From an optimization exercise on the open Yosys and OpenROAD flow, aimed at small area, a short achievable clock period and few clock cycles per item; shortcuts taken in it are not production practice. Function was checked by simulation only, so behaviour that the tests miss may differ from the original. Power figures rest on the tool's default switching activity, not on a simulated workload.

==> design.v <==
module huf_table (
    input  wire        clk,
    input  wire        rst,             
    input  wire        in_valid,
    output wire        in_ready,
    input  wire [4:0]  in_sym,
    input  wire        in_last,         
    output wire        out_valid,
    input  wire        out_ready,
    output wire [4:0]  out_sym,         
    output wire [4:0]  out_len,         
    output wire [30:0] out_code,        
    output wire        out_error,       
    output wire        out_last         
);
    localparam S_CNT  = 2'd0;
    localparam S_WAIT = 2'd1;
    localparam S_RANK = 2'd2;
    localparam S_MRG  = 2'd3;
    integer i;
    reg  [1:0]  st;
    reg         in_rdy;
    assign in_ready = in_rdy;
    wire        in_fire = in_valid && in_rdy;
    reg         s_v, s_last;
    reg  [4:0]  s_sym;
    reg  [11:0] cnt  [0:31];            
    reg  [4:0]  ord  [0:31];            
    reg  [31:0] vld;                    
    reg  [5:0]  rk   [0:31];            
    reg  [5:0]  k;
    reg  [11:0] q    [0:15];
    reg  [4:0]  fc;                     
    reg  [5:0]  ip   [0:29];
    function key_lt(input [11:0] a, input [4:0] at, input [11:0] b, input [4:0] bt);
        integer j;
        reg c;
        begin
            c = at < bt;
            for (j = 0; j < 12; j = j + 1)
                c = (~a[j] & b[j]) | (~(a[j] ^ b[j]) & c);
            key_lt = c;
        end
    endfunction
    reg  [31:0] hit;
    always @* begin
        for (i = 0; i < 32; i = i + 1)
            hit[i] = vld[i] && (ord[i] == s_sym);
    end
    wire        anyhit = |hit;
    reg  [4:0]  t;
    reg         bv;
    reg  [11:0] bw;
    reg  [4:0]  bt;
    reg  [5:0]  p;                      
    reg  [1:0]  lq_n;
    reg  [11:0] lq_w  [0:2];
    reg  [4:0]  lq_id [0:2];
    reg  [4:0]  m;                      
    reg  [4:0]  h;                      
    reg  [31:0] msel;
    always @* begin
        for (i = 0; i < 32; i = i + 1)
            msel[i] = vld[i] && (rk[i][4:0] == p[4:0]);
    end
    reg  [31:0] sel;
    always @* begin
        case (st)
        S_CNT:   sel = hit;
        S_RANK:  sel = 32'd1 << t;
        default: sel = msel;
        endcase
    end
    reg  [11:0] rd;
    reg  [4:0]  rid;
    always @* begin
        rd  = 12'd0;
        rid = 5'd0;
        for (i = 0; i < 32; i = i + 1) begin
            if (sel[i]) begin
                rd  = rd | cnt[i];
                rid = rid | i[4:0];
            end
        end
    end
    wire [11:0] L1 = lq_w[0];
    wire [11:0] L2 = lq_w[1];
    wire [11:0] F1 = q[0];
    wire [11:0] F2 = q[1];
    wire        hasL1 = lq_n != 2'd0;
    wire        hasL2 = lq_n[1];
    wire        hasF1 = fc != 5'd0;
    wire        hasF2 = fc[4:1] != 4'd0;
    wire        firstL  = hasL1 && (!hasF1 || L1 <= F1);
    wire        secLL   = hasL2 && (!hasF1 || L2 <= F1);    
    wire        secFL   = hasL1 && (!hasF2 || L1 <= F2);    
    wire        ext_done = (p == k);
    wire        mready  = hasL2 || ext_done || (lq_n == 2'd1 && !firstL);
    wire        mfire   = (st == S_MRG) && mready;
    wire        c_LL = firstL && secLL;
    wire        c_LF = (firstL && !secLL) || (!firstL && secFL);
    wire        c_FF = !firstL && !secFL;
    wire [1:0]  lpop = !mfire ? 2'd0 : c_LL ? 2'd2 : c_LF ? 2'd1 : 2'd0;
    wire [1:0]  fpop = !mfire ? 2'd0 : c_FF ? 2'd2 : c_LF ? 2'd1 : 2'd0;
    wire [11:0] sum  = c_LL ? (L1 + L2) : c_LF ? (L1 + F1) : (F1 + F2);
    wire [1:0]  lq_left = lq_n - lpop;
    wire        issue = (st == S_MRG) && !ext_done && (lq_left != 2'd3);
    wire        last_merge = (m == k[4:0] - 5'd2);
    reg         eb;                     
    reg         ew;                     
    reg  [4:0]  e;                      
    reg  [5:0]  ek;
    reg  [4:0]  cm;                     
    reg         ci;                     
    reg  [4:0]  ln;
    reg  [15:0] cd;
    reg         ov, oerr, olast;
    reg  [4:0]  osym;
    reg  [4:0]  ord_o [0:31];
    assign out_valid = ov;
    assign out_sym   = osym;
    assign out_len   = ln;
    assign out_code  = {15'd0, cd};
    assign out_error = oerr;
    assign out_last  = olast;
    wire   out_fire  = ov && out_ready;
    wire [5:0]  wv   = ci ? ip[cm] : rk[e];
    wire [4:0]  eroot = ek[4:0] - 5'd2;
    wire [4:0]  e1   = e + 5'd1;
    wire        start_emit = (st == S_MRG) && mfire && last_merge;
    always @(posedge clk) begin
        if (rst) begin
            st     <= S_CNT;
            in_rdy <= 1'b1;
            s_v    <= 1'b0;
            s_last <= 1'b0;
            vld    <= 32'd0;
            k      <= 6'd0;
            bv     <= 1'b0;
            lq_n   <= 2'd0;
            eb     <= 1'b0;
            ew     <= 1'b0;
            ov     <= 1'b0;
        end else begin
            s_v <= in_fire;
            if (in_fire) begin
                s_sym  <= in_sym;
                s_last <= in_last;
                if (in_last)
                    in_rdy <= 1'b0;
            end
            case (st)
            S_CNT: begin
                if (s_v) begin
                    if (anyhit) begin
                        for (i = 0; i < 32; i = i + 1)
                            if (hit[i]) cnt[i] <= rd + 12'd1;
                    end else begin
                        cnt[k[4:0]] <= 12'd1;
                        ord[k[4:0]] <= s_sym;
                        vld[k[4:0]] <= 1'b1;
                        k <= k + 6'd1;
                    end
                    if (s_last)
                        st <= S_WAIT;
                end
            end
            S_WAIT: begin
                if (!eb) begin
                    if (k == 6'd1) begin
                        eb    <= 1'b1;
                        ov    <= 1'b1;
                        oerr  <= 1'b1;
                        olast <= 1'b1;
                        osym  <= ord[0];
                        ln    <= 5'd0;
                        cd    <= 16'd0;
                        vld   <= 32'd0;
                        k     <= 6'd0;
                        st    <= S_CNT;
                        in_rdy <= 1'b1;
                    end else begin
                        for (i = 0; i < 32; i = i + 1)
                            rk[i] <= 6'd0;
                        t  <= 5'd0;
                        st <= S_RANK;
                    end
                end
            end
            S_RANK: begin
                bv <= 1'b1;
                bw <= rd;
                bt <= t;
                t  <= t + 5'd1;
                if (bv && bt == k[4:0] - 5'd1) begin
                    bv   <= 1'b0;
                    p    <= 6'd0;
                    m    <= 5'd0;
                    h    <= 5'd0;
                    fc   <= 5'd0;
                    lq_n <= 2'd0;
                    st   <= S_MRG;
                end
            end
            S_MRG: begin
                if (mfire) begin
                    if (firstL) rk[lq_id[0]] <= {1'b0, m};
                    else        ip[h]        <= {1'b0, m};
                    if (c_LL)        rk[lq_id[1]]  <= {1'b1, m};
                    else if (c_LF) begin
                        if (firstL)  ip[h]         <= {1'b1, m};
                        else         rk[lq_id[0]]  <= {1'b1, m};
                    end else         ip[h + 5'd1]  <= {1'b1, m};
                    m <= m + 5'd1;
                    h <= h + fpop;
                    begin : q_upd
                        integer j;
                        for (j = 0; j < 16; j = j + 1) begin
                            if (j == fc - fpop)
                                q[j] <= sum;
                            else if (fpop == 2'd1)
                                q[j] <= (j < 15) ? q[j + 1] : 12'd0;
                            else if (fpop == 2'd2)
                                q[j] <= (j < 14) ? q[j + 2] : 12'd0;
                        end
                    end
                    fc <= fc - fpop + 5'd1;
                    if (last_merge) begin
                        for (i = 0; i < 32; i = i + 1)
                            ord_o[i] <= ord[i];
                        ek    <= k;
                        eb    <= 1'b1;
                        ew    <= 1'b1;
                        e     <= 5'd0;
                        ci    <= 1'b0;
                        ln    <= 5'd0;
                        cd    <= 16'd0;
                        oerr  <= 1'b0;
                        olast <= 1'b0;
                        osym  <= ord[0];
                        k     <= 6'd0;
                        st    <= S_CNT;
                        in_rdy <= 1'b1;
                    end
                end
                begin : lq_upd
                    reg [11:0] nw [0:2];
                    reg [4:0]  ni [0:2];
                    integer j;
                    for (j = 0; j < 3; j = j + 1) begin
                        nw[j] = lq_w[j];
                        ni[j] = lq_id[j];
                    end
                    if (lpop == 2'd1) begin
                        nw[0] = lq_w[1]; ni[0] = lq_id[1];
                        nw[1] = lq_w[2]; ni[1] = lq_id[2];
                    end else if (lpop == 2'd2) begin
                        nw[0] = lq_w[2]; ni[0] = lq_id[2];
                    end
                    if (issue) begin
                        nw[lq_left] = rd;
                        ni[lq_left] = rid;
                    end
                    for (j = 0; j < 3; j = j + 1) begin
                        lq_w[j]  <= nw[j];
                        lq_id[j] <= ni[j];
                    end
                    lq_n <= lq_left + {1'b0, issue};
                end
                if (issue) begin
                    p <= p + 6'd1;
                    for (i = 0; i < 32; i = i + 1)
                        if (msel[i]) vld[i] <= 1'b0;
                end
            end
            endcase
            if (bv) begin
                for (i = 0; i < 32; i = i + 1)
                    if (vld[i] && key_lt(bw, bt, cnt[i], i[4:0]))
                        rk[i] <= rk[i] + 6'd1;
            end
            if (ew) begin
                cd[ln] <= wv[5];
                ln     <= ln + 5'd1;
                if (wv[4:0] == eroot) begin
                    ew <= 1'b0;
                    ov <= 1'b1;
                end else begin
                    cm <= wv[4:0];
                    ci <= 1'b1;
                end
            end
            if (out_fire) begin
                ov <= 1'b0;
                if (olast) begin
                    eb <= 1'b0;
                end else begin
                    e     <= e1;
                    osym  <= ord_o[e1];
                    olast <= ({1'b0, e1} == ek - 6'd1);
                    ln    <= 5'd0;
                    cd    <= 16'd0;
                    ci    <= 1'b0;
                    ew    <= 1'b1;
                end
            end
        end
    end
endmodule
==> run.sh <==
#!/bin/bash
# synth_recipe.tcl (not shown) runs the flow's synth.tcl, then flattens the netlist and writes it again
# the make line also repeats each setting of config.mk as NAME=value (left out here)
make -C /OpenROAD-flow-scripts/flow DESIGN_CONFIG=/design/flow/config.mk WORK_HOME=/design/flow/orfs CLKGATE_MAP_FILE= SYNTH_SCRIPT=/design/flow/synth_recipe.tcl finish
==> config.mk <==
export PLATFORM = sky130hd
export DESIGN_NAME = huf_table
export DESIGN_NICKNAME = huf_table
export VERILOG_FILES = /design/flow/design.v
export SDC_FILE = /design/flow/constraint.sdc
export NUM_CORES = 4
export LEC_CHECK = 0
export CAP_MARGIN = 20
export CORE_MARGIN = 2
export CORE_UTILIZATION = 40
export SLEW_MARGIN = 20
==> constraint.sdc <==
create_clock -name core_clock -period 10.0 [get_ports {clk}]
set_input_delay 2.0000 -clock core_clock [delete_from_list [all_inputs] [get_ports {clk}]]
set_output_delay 2.0000 -clock core_clock [all_outputs]
set_load 0.01 [all_outputs]
==> results of run 1 <==
[cell type report]
type,instances,area (sq um),share of cell area
multi-input combinational,6194,43740,0.4589
timing repair buffer,276,2337,0.02453
tap,2821,3530,0.03704
inverter,161,604.3,0.006341
clock buffer,230,4767,0.05002
clock inverter,91,1126,0.01182
antenna,27,67.56,0.0007090
sequential,1471,39130,0.4106
[power by group through the flow]
stage | registers [uW] | logic [uW] | clock network [uW]
final | 6480 | 454 | 6650
after global routing | 6480 | 469 | 6930
after CTS | 6480 | 441 | 6700
after detailed placement | 6610 | 439 | 0
after global placement | 6610 | 435 | 0
after floorplan | 6580 | 267 | 0
[metrics by stage]
step             util  setup slack, ns
2_1_floorplan       -            2.078
3_3_place_gp   0.4208            2.617
3_5_place_dp   0.4214            2.855
4_1_cts        0.4492            2.958
5_1_grt        0.4495            2.435
6_report       0.4498            2.904
[routing by layer]
metal | vias to the layer above | share of wire
met1 | 36410 | 0.39
met2 | 5037 | 0.41
met3 | 1092 | 0.12
li1 | 31240 | -
met5 | - | 0.00037
met4 | 22 | 0.073
[Yosys cell counts (108+ instances only)]
master                     count
sky130_fd_sc_hd__inv_1       160
sky130_fd_sc_hd__nand3_1     569
sky130_fd_sc_hd__xnor2_1     367
sky130_fd_sc_hd__ha_1        517
sky130_fd_sc_hd__nand2_1     955
sky130_fd_sc_hd__nor2_1      456
sky130_fd_sc_hd__edfxtp_1    966
sky130_fd_sc_hd__nand4_1     153
sky130_fd_sc_hd__mux2i_1     184
sky130_fd_sc_hd__and3_1      120
sky130_fd_sc_hd__a21oi_1     571
sky130_fd_sc_hd__clkbuf_1    338
sky130_fd_sc_hd__o21ai_0     385
sky130_fd_sc_hd__nor3_1      108
sky130_fd_sc_hd__dfxtp_1     505
sky130_fd_sc_hd__mux4_2      114
sky130_fd_sc_hd__xor2_1      161
sky130_fd_sc_hd__mux2_2      133
[layout by cell type (no fill, tap or decap), types with 62 or more instances in the layout]
cell type	count
sky130_fd_sc_hd__nand3_1	566
sky130_fd_sc_hd__inv_1	148
sky130_fd_sc_hd__a211oi_1	82
sky130_fd_sc_hd__nand2_1	953
sky130_fd_sc_hd__nor3_1	88
sky130_fd_sc_hd__mux4_2	114
sky130_fd_sc_hd__buf_4	221
sky130_fd_sc_hd__a22o_1	101
sky130_fd_sc_hd__clkbuf_16	176
sky130_fd_sc_hd__edfxtp_1	966
sky130_fd_sc_hd__o21ai_0	375
sky130_fd_sc_hd__dfxtp_1	499
sky130_fd_sc_hd__xor2_1	158
sky130_fd_sc_hd__a21o_1	62
sky130_fd_sc_hd__nor2_1	447
sky130_fd_sc_hd__xnor2_1	362
sky130_fd_sc_hd__nor2b_1	63
sky130_fd_sc_hd__nand4_1	153
sky130_fd_sc_hd__ha_1	516
sky130_fd_sc_hd__and3_1	114
sky130_fd_sc_hd__a21oi_1	550
sky130_fd_sc_hd__mux2i_1	183
sky130_fd_sc_hd__mux2_2	133
sky130_fd_sc_hd__o22ai_1	83
sky130_fd_sc_hd__o21a_1	84
[worst reg2reg max path: cells and delay by family (launching register included)]
kind                      cells  cell delay, ns
and+or+nand+nor               6            2.40
AOI/OAI and AO/OA             4            2.27
buffers and inverters         4            1.60
DFF                           1            0.60
xor gates and xnor gates      1            0.15
[state kept, by name, indices dropped and copies added (netlist names), 6 cells and up, named ones only]
name	flops
ord_o	160
cnt	384
ord	160
q	192
ek	6
rk	192
p	6
k	6
vld	32
lq_id	15
cd	16
ip	180
bw	12
lq_w	36
[worst max-delay path by stage]
stage	slack, ns	start	cells after the start	to
detailed placement	2.85	rst	12	rk[18][4]
global placement	2.62	lq_w[0][2]	17	q[11][0]
CTS	2.96	q[0][11]	17	q[11][4]
global route	2.43	q[0][11]	17	q[11][4]
finish	2.90	s_sym[3]	15	cnt[16][7]
floorplan	2.08	rst	9	ek[0]
[kinds of logic after synthesis]
kind of cell             Yosys count
AND/OR/NAND/NOR                 2755
AO/OA/AOI/OAI                   1928
flip-flops                      1471
buffers and inverters            694
XOR/XNOR                         528
adder cells (fa/ha/maj)          522
multiplexers                     446
other                              1
==> flow_summary.rst, run 1 <==
.. list-table::
   :header-rows: 1

   * - Metric
     - Value
   * - Count of final max-slew check failures
     - 0
   * - Synthesis-stage register bit count
     - 1,471
   * - Commonest register cell after synthesis
     - sky130_fd_sc_hd__edfxtp_1
   * - Critical register-to-register path startpoint
     - s_sym[3]
   * - Cell count after placement
     - 10,920
   * - Wire length of the first global-routing pass
     - 549.1 mm
   * - Crit-path max FO
     - 33
   * - Minimum setup slack among reg-to-reg paths
     - 2.90 ns
   * - Switching share of power
     - 0.2369
   * - Fin nets
     - 8,809
   * - Mapped Area
     - 0.08520 sq mm
   * - Hold Slack
     - 0.4539 ns
   * - CP delay by family, top
     - simple AND/OR/NAND/NOR gates
   * - Cell chain of the critical path
     - buf_12, buf_4, xnor2_1, nand4_1, o31ai_2, and2_1, a22oi_1, and3_1, nand4_1, buf_4, buf_4, nand4_2, o21bai_4, nand3_1, a21oi_1
   * - Post-CTS Hold Buffers
     - 0
   * - Part of the cycle the worst path needs
     - 0.7096
   * - Number of vias per cell after detailed routing
     - 6.549
   * - Post-CTS setup buffer count
     - 0
   * - Share of layout cells above drive strength 1
     - 0.1149
   * - VDD IR-drop max
     - 0.1895 mV
   * - # fillers
     - 19,820
   * - Summed negative setup slack over all endpoints
     - 0 ns
   * - Combinational Power Share
     - 0.033
   * - Worst Hold End
     - ord_o[29][2]
   * - Clock tree from TritonCTS
     - built
   * - Placement row count
     - 169
   * - Startpoint types
     - register
   * - Class of the most critical hold timing path
     - reg -> reg
   * - Length of the first detailed-routing pass in iterations
     - 7
   * - Met1 Resource Use GR
     - 0.4705
   * - Dominant cell type by area after synthesis
     - sky130_fd_sc_hd__edfxtp_1
   * - Critical Path Sink Type
     - register
   * - Post-layout min period
     - 7.096 ns
   * - Post-Synth Simple-Gate Area
     - 0.1543
   * - Level count of the clock H-tree
     - 4
   * - Outcome
     - timing/DRC/antenna clean
   * - GRT busiest layer
     - met2
   * - DRC marker count from the first detailed-route iteration
     - 11,700
   * - Proportion of power drawn by the clock network
     - 0.489
   * - Cell count after synthesis
     - 8,345
   * - Maximum number of pins on one net before global-route repair
     - 143
   * - Total buffers and inverters traversed by the critical path
     - 4
   * - All-Layer GR Usage
     - 0.3583
   * - Global route total overflow
     - 0
   * - Insertion delay of the later-clocked pin in the worst-skew pair
     - 0.90 ns
   * - Power density over cell area
     - 142.5 mW/mm^2
   * - Leading post-synthesis cells by cell area
     - sky130_fd_sc_hd__edfxtp_1 (34%), sky130_fd_sc_hd__dfxtp_1 (12%), sky130_fd_sc_hd__ha_1 (7.6%)
   * - Critical Path Most Common Cell
     - sky130_fd_sc_hd__buf_4
   * - Via total after detailed routing
     - 73,810
   * - Count of final setup violators
     - 0
   * - Post-synthesis cell type count
     - 105
   * - Dominant combinational cell family by area after synthesis
     - simple AND/OR/NAND/NOR gates
   * - Final ANT Viol Nets
     - 0
   * - Grt met3 use
     - 0.1083
   * - Number of cells traversed by the worst hold path
     - 0
   * - Sum of routed wire length over all layers
     - 398.8 mm
   * - Overall power
     - 13,580 uW
   * - Share of the yosys chip area belonging to registers
     - 0.4592
   * - Net switching power of the design
     - 3217 uW
   * - Unrepaired setup endpoints after global routing
     - no
   * - Instance area at placement
     - 0.08929 sq mm
   * - Layout Area Growth over Synthesis
     - 11.86%
   * - Standby leakage power
     - 0.03441 uW
   * - Maximum clock frequency
     - 140.9 MHz
   * - Max-cap violation count
     - 0
   * - Clock buffers created by TritonCTS
     - 173
   * - Placeable Area
     - 0.2119 sq mm
   * - Vertical extent of the die
     - 465.5 um
   * - Maximum root-to-sink buffer count
     - 3
   * - Count of unresolved DRC violations after routing
     - 0
   * - Clock sink count
     - 1,471
   * - Transition time of the tightest slew-check pin
     - 1.330 ns
   * - Part of the power in registers
     - 0.477
   * - Io pins
     - 55
   * - XOR/XNOR share of the synthesized area
     - 0.05428
   * - Slew margin rel.
     - 0.1132
   * - Critical-path top delay cell
     - sky130_fd_sc_hd__o31ai_2
   * - Fraction of synthesized area in multiplexers
     - 0.07198
   * - Final instance area
     - 0.09530 sq mm
   * - Category of the most critical setup path
     - reg -> reg
   * - Placed wire-length estimate after detailed placement
     - 290.1 mm
   * - Antenna violations before repair
     - 48
   * - Internal Power
     - 10,360 uW
   * - Buffer cell driving the clock tree root
     - sky130_fd_sc_hd__clkbuf_16
   * - Clk slew on worst S/H paths
     - 0.06 ns
   * - Critical path data arrival time
     - 7.89 ns
   * - Area share of the largest cell type after synthesis
     - 0.3405
   * - Avg Cell Area, Syn
     - 10.21 sq um
   * - Data required, critical path
     - 10.79 ns
   * - Global-route met2 utilization
     - 0.5166
   * - Adder and majority gate portion of the synthesized area
     - 0.07710
   * - Number of input and output port buffers inserted
     - 39
   * - Max incr delay on CP
     - 0.89 ns
   * - Post-synthesis compound-gate area fraction
     - 0.1484
   * - Final Hold Viols
     - 0
   * - Synth warn
     - 7
   * - Worst hold path startpoint
     - ord[29][2]
   * - Number of enable-type register cells in the synthesized netlist
     - 966
   * - FF-to-FF path depth
     - 15
   * - Count of cells resized by post-cts repair
     - 0
   * - Final standard cell count with taps included and fillers excluded
     - 11,270
   * - Number of global-route vias before repair
     - 68,140
   * - Capturing point of the worst reg2reg path
     - cnt[16][7]
   * - Clock skew after layout
     - 0.07395 ns
   * - Weighted congestion at the end of routability-driven global placement
     - 1.143
   * - Wire length per cell after detailed routing
     - 35.38 um
   * - Initial core utilization
     - 0.4021
   * - Post-synthesis async set-or-reset flop share
     - 0
   * - X dimension of the die
     - 465.5 um
   * - Area of the die
     - 0.2167 sq mm
Testbench counts, summed over its fixed seeds: cycles 41,569, messages 128.
==> run 2, diff against run 1 <==
--- a/config.mk
+++ b/config.mk
@@ -5,7 +5,9 @@
 export SDC_FILE = /design/flow/constraint.sdc
 export NUM_CORES = 4
 export LEC_CHECK = 0
-export CAP_MARGIN = 20
+export ABC_CLOCK_PERIOD_IN_PS = 4000
+export CAP_MARGIN = 30
 export CORE_MARGIN = 2
 export CORE_UTILIZATION = 40
+export SETUP_SLACK_MARGIN = 5
 export SLEW_MARGIN = 20
==> run 2 against run 1 <==
Register-to-register slack gained 1.9 ns. Highest routed layer unchanged. Maximum frequency grew 37%. Final cell count increased by 2.3%. Setup slack gained 1.9 ns. Die area stayed put. Still clean. Sequential power hardly changed. Sequential share of layout area shrank 1.8 points. Core utilization grew 2.1 points. Largest power group is now registers.
==> flow_summary.rst, run 2 <==
.. list-table::
   :header-rows: 1

   * - Metric
     - Value
   * - Critical-path top delay cell
     - sky130_fd_sc_hd__nor4_4
   * - Final ANT Viol Nets
     - 0
   * - Leading post-synthesis cells by cell area
     - sky130_fd_sc_hd__edfxtp_1 (34%), sky130_fd_sc_hd__dfxtp_1 (12%), sky130_fd_sc_hd__ha_1 (7.6%)
   * - Worst slack at placement
     - 3.027 ns
   * - Cell count after placement
     - 10,950
   * - Net switching power of the design
     - 3160 uW
   * - Global-route met2 utilization
     - 0.5052
   * - Final standard cell count with taps included and fillers excluded
     - 11,540
   * - Class of the most critical hold timing path
     - reg -> reg
   * - Summed negative setup slack over all endpoints
     - 0 ns
   * - GRT busiest layer
     - met2
   * - Synth warn
     - 7
   * - Clock sink count
     - 1,471
   * - DRC marker count from the first detailed-route iteration
     - 11,900
   * - Global route total overflow
     - 0
   * - Wire length per cell after detailed routing
     - 34.52 um
   * - Sum of routed wire length over all layers
     - 398.2 mm
   * - Initial core utilization
     - 0.4021
   * - Number of global-route vias before repair
     - 69,840
   * - Clock skew after layout
     - 0.05448 ns
   * - Count of unresolved DRC violations after routing
     - 0
   * - Registers with the most flip-flops
     - cnt: 384 flops, q: 192 flops, rk: 192 flops
   * - Category of the most critical setup path
     - reg -> reg
   * - Clock tree from TritonCTS
     - built
   * - Most frequent cells in the layout
     - sky130_fd_sc_hd__edfxtp_1 (966), sky130_fd_sc_hd__nand2_1 (937), sky130_fd_sc_hd__nand3_1 (558)
   * - Flip-flop count of the largest register, all copies and words added
     - 384
   * - Total buffers and inverters traversed by the critical path
     - 1
   * - Insertion delay of the later-clocked pin in the worst-skew pair
     - 0.89 ns
   * - Length of the first detailed-routing pass in iterations
     - 8
   * - Placement row count
     - 169
   * - CP delay by family, top
     - simple AND/OR/NAND/NOR gates
   * - Post-layout min period
     - 5.193 ns
   * - Layout Area Growth over Synthesis
     - 17.11%
   * - Maximum number of pins on one net before global-route repair
     - 163
   * - Slew margin rel.
     - 0.2568
   * - Cell count after synthesis
     - 8,345
   * - Internal Power
     - 10,250 uW
   * - Power density over cell area
     - 134.4 mW/mm^2
   * - Capturing point of the worst reg2reg path
     - cnt[4][5]
   * - Most frequent cells after synthesis
     - sky130_fd_sc_hd__edfxtp_1 (966), sky130_fd_sc_hd__nand2_1 (955), sky130_fd_sc_hd__a21oi_1 (571), sky130_fd_sc_hd__nand3_1 (569), sky130_fd_sc_hd__ha_1 (517)
   * - Wire length of the first global-routing pass
     - 544.5 mm
   * - Number of enable-type register cells in the synthesized netlist
     - 966
   * - Grt met3 use
     - 0.1144
   * - Top-count cell post-synth
     - sky130_fd_sc_hd__edfxtp_1
   * - Standby leakage power
     - 0.03638 uW
   * - Critical path data arrival time
     - 5.96 ns
   * - Clock buffers created by TritonCTS
     - 169
   * - Maximum root-to-sink buffer count
     - 3
   * - Max-cap violation count
     - 0
   * - Critical Path Sink Type
     - register
   * - Synthesis-stage register bit count
     - 1,471
   * - Antenna violations before repair
     - 43
   * - Via total after detailed routing
     - 76,210
   * - Outcome
     - timing/DRC/antenna clean
   * - Met1 Resource Use GR
     - 0.4545
   * - Part of the cycle the worst path needs
     - 0.5193
   * - Level count of the clock H-tree
     - 4
   * - Largest register by flop count
     - cnt
   * - Count of final setup violators
     - 0
   * - Buffer cell driving the clock tree root
     - sky130_fd_sc_hd__clkbuf_16
   * - Share of layout cells above drive strength 1
     - 0.1680
   * - Dominant cell type by area after synthesis
     - sky130_fd_sc_hd__edfxtp_1
   * - Overall power
     - 13,410 uW
   * - Fin nets
     - 9,069
   * - Number of vias per cell after detailed routing
     - 6.607
   * - Placeable Area
     - 0.2119 sq mm
   * - Area of the die
     - 0.2167 sq mm
   * - Cell chain of the critical path
     - buf_6, xnor2_1, nand4_1, nor3_1, o21ai_0, nand4_1, nor4_4, nand3_4, and4_1, nand3_4, nand3_1, a21oi_1
   * - Final Hold Viols
     - 0
   * - Mapped Area
     - 0.08520 sq mm
   * - Worst hold path startpoint
     - cm[1]
   * - Minimum setup slack among reg-to-reg paths
     - 4.81 ns
   * - All-Layer GR Usage
     - 0.3526
   * - X dimension of the die
     - 465.5 um
   * - Switching share of power
     - 0.2356
   * - Weighted congestion at the end of routability-driven global placement
     - 1.174
   * - Data required, critical path
     - 10.77 ns
   * - Maximum clock frequency
     - 192.6 MHz
   * - Placed wire-length estimate after detailed placement
     - 281.7 mm
   * - Proportion of power drawn by the clock network
     - 0.481
   * - Number of input and output port buffers inserted
     - 39
   * - Vertical extent of the die
     - 465.5 um
   * - Post-route core utilization
     - 0.4709
   * - Max incr delay on CP
     - 0.75 ns
   * - Combinational Power Share
     - 0.036
   * - FF-to-FF path depth
     - 12
   * - Final setup slack of the worst path
     - 4.807 ns
   * - Post-synthesis cell type count
     - 105
   * - Critical register-to-register path startpoint
     - p[0]
   * - Commonest register cell after synthesis
     - sky130_fd_sc_hd__edfxtp_1
   * - Io pins
     - 55
   * - Transition time of the tightest slew-check pin
     - 1.106 ns
   * - Part of the power in registers
     - 0.483
   * - Number of cells traversed by the worst hold path
     - 2
   * - Unrepaired setup endpoints after global routing
     - yes
   * - Crit-path max FO
     - 35
   * - Clk slew on worst S/H paths
     - 0.06 ns
   * - VDD IR-drop max
     - 0.1431 mV
   * - Startpoint types
     - register
   * - Share of the yosys chip area belonging to registers
     - 0.4592
   * - Count of final max-slew check failures
     - 0
   * - Most common library cell in the layout ignoring fill and taps
     - sky130_fd_sc_hd__edfxtp_1
   * - Avg Cell Area, Syn
     - 10.21 sq um
   * - Area share of the largest cell type after synthesis
     - 0.3405
   * - Post-synthesis async set-or-reset flop share
     - 0
## run 2: cell count changes in the layout (fill, tap and decap cells not counted), sizes merged
cell      delta
a211o        +1
a21oi        +1
buf        +246
bufinv       -2
clkbuf      +10
clkinv       +8
clkinvlp     -6
diode        +8
inv          -3
nand3        +1
## run 2: repair_timing
action / in CTS / in global routing
pin swaps: 61 / 65
resized for setup: 316 / 200
hold buffers: 0 / 0
endpoints found under the setup margin: 1259 / 1089
setup buffers: 117 / 89
gates cloned: 3 / 14
## run 2: routing by layer
metal,vias up,routed length [um]
met5,-,181
met4,30,32370
li1,31790,-
met2,5492,163800
met3,1418,51260
met1,37480,150600
## run 2: tightest hold or removal path: stages, from the launching register on
cell	delay, ns
sky130_fd_sc_hd__edfxtp_1	0.33
sky130_fd_sc_hd__nand2_1	0.04
sky130_fd_sc_hd__o21ai_0	0.06
## run 2: logic make-up after synthesis
kind of cell,synth area share
xor+xnor,0.05428
compound gates,0.1484
fa+ha+maj,0.07710
simple gates,0.1543
flops,0.4592
buf+inv,0.03475
other cells,0.00004402
mux,0.07198
## run 2: per-stage QoR
stage | hold WS [ns] | area, sq um
after floorplan | 0.4064 | 85390
after global placement | 0.4353 | 89190
after detailed placement | 0.4510 | 89540
final | 0.4562 | 99770
after CTS | 0.4650 | 97720
after global routing | 0.4716 | 99690
## run 2: worst max-delay path by stage
stage	from	endpoint	slack [ns]	depth (start not counted)
4_1_cts	q[1][1]	q[13][11]	4.82	25
3_5_place_dp	fc[2]	q[11][1]	3.03	17
2_1_floorplan	rst	ek[0]	4.23	9
6_report	p[0]	cnt[4][5]	4.81	12
3_3_place_gp	rst	rk[13][2]	3.15	13
5_1_grt	q[1][1]	q[13][11]	4.82	24
## run 2: power groups by stage
stage	Sequential [uW]	Clock, uW	Combinational, uW
global route	6480	6720	501
CTS	6480	6490	447
global placement	6610	0	430
finish	6480	6450	489
detailed placement	6610	0	434
floorplan	6580	0	268
## run 2: cell type report
type,count,area [sq um]
multi-input combinational,6197,45550
timing repair buffer,537,5147
inverter,161,638.1
sequential,1471,39140
clock inverter,88,1008
clock buffer,225,4672
antenna,35,87.58
fill,19460,112100
tap,2821,3530

re-timing with driven ports:
Ports are ideal in the flow. The routed layouts listed here were re-timed in OpenROAD. Step 1 assumes that a clkbuf_16 drives the clock port and a buf_2 every other input. Step 2 moves the port delays by t, midway between the first and last clock arrival at a register: inputs arrive t later, outputs are due t later. That takes back most of the time a late clock gives input paths. Three values: ideal, step 1, step 2; two values: the first two.
run | shift t [ns] | setup slack, ns | hold slack, ns | slew at the worst register clock pin (ns)
run 1 | 0.953 | 2.904 / 2.904 / 2.608 | 0.454 / 0.454 / 0.454 | 0.07 / 0.07
run 2 | 0.961 | 4.807 / 4.807 / 4.076 | 0.456 / 0.456 / 0.456 | 0.07 / 0.07
After both steps setup and hold are still met in every run listed. For run 2, which loses most, drivers alone change the setup slack by 0.000 ns; drivers and shift together by -0.731 ns.
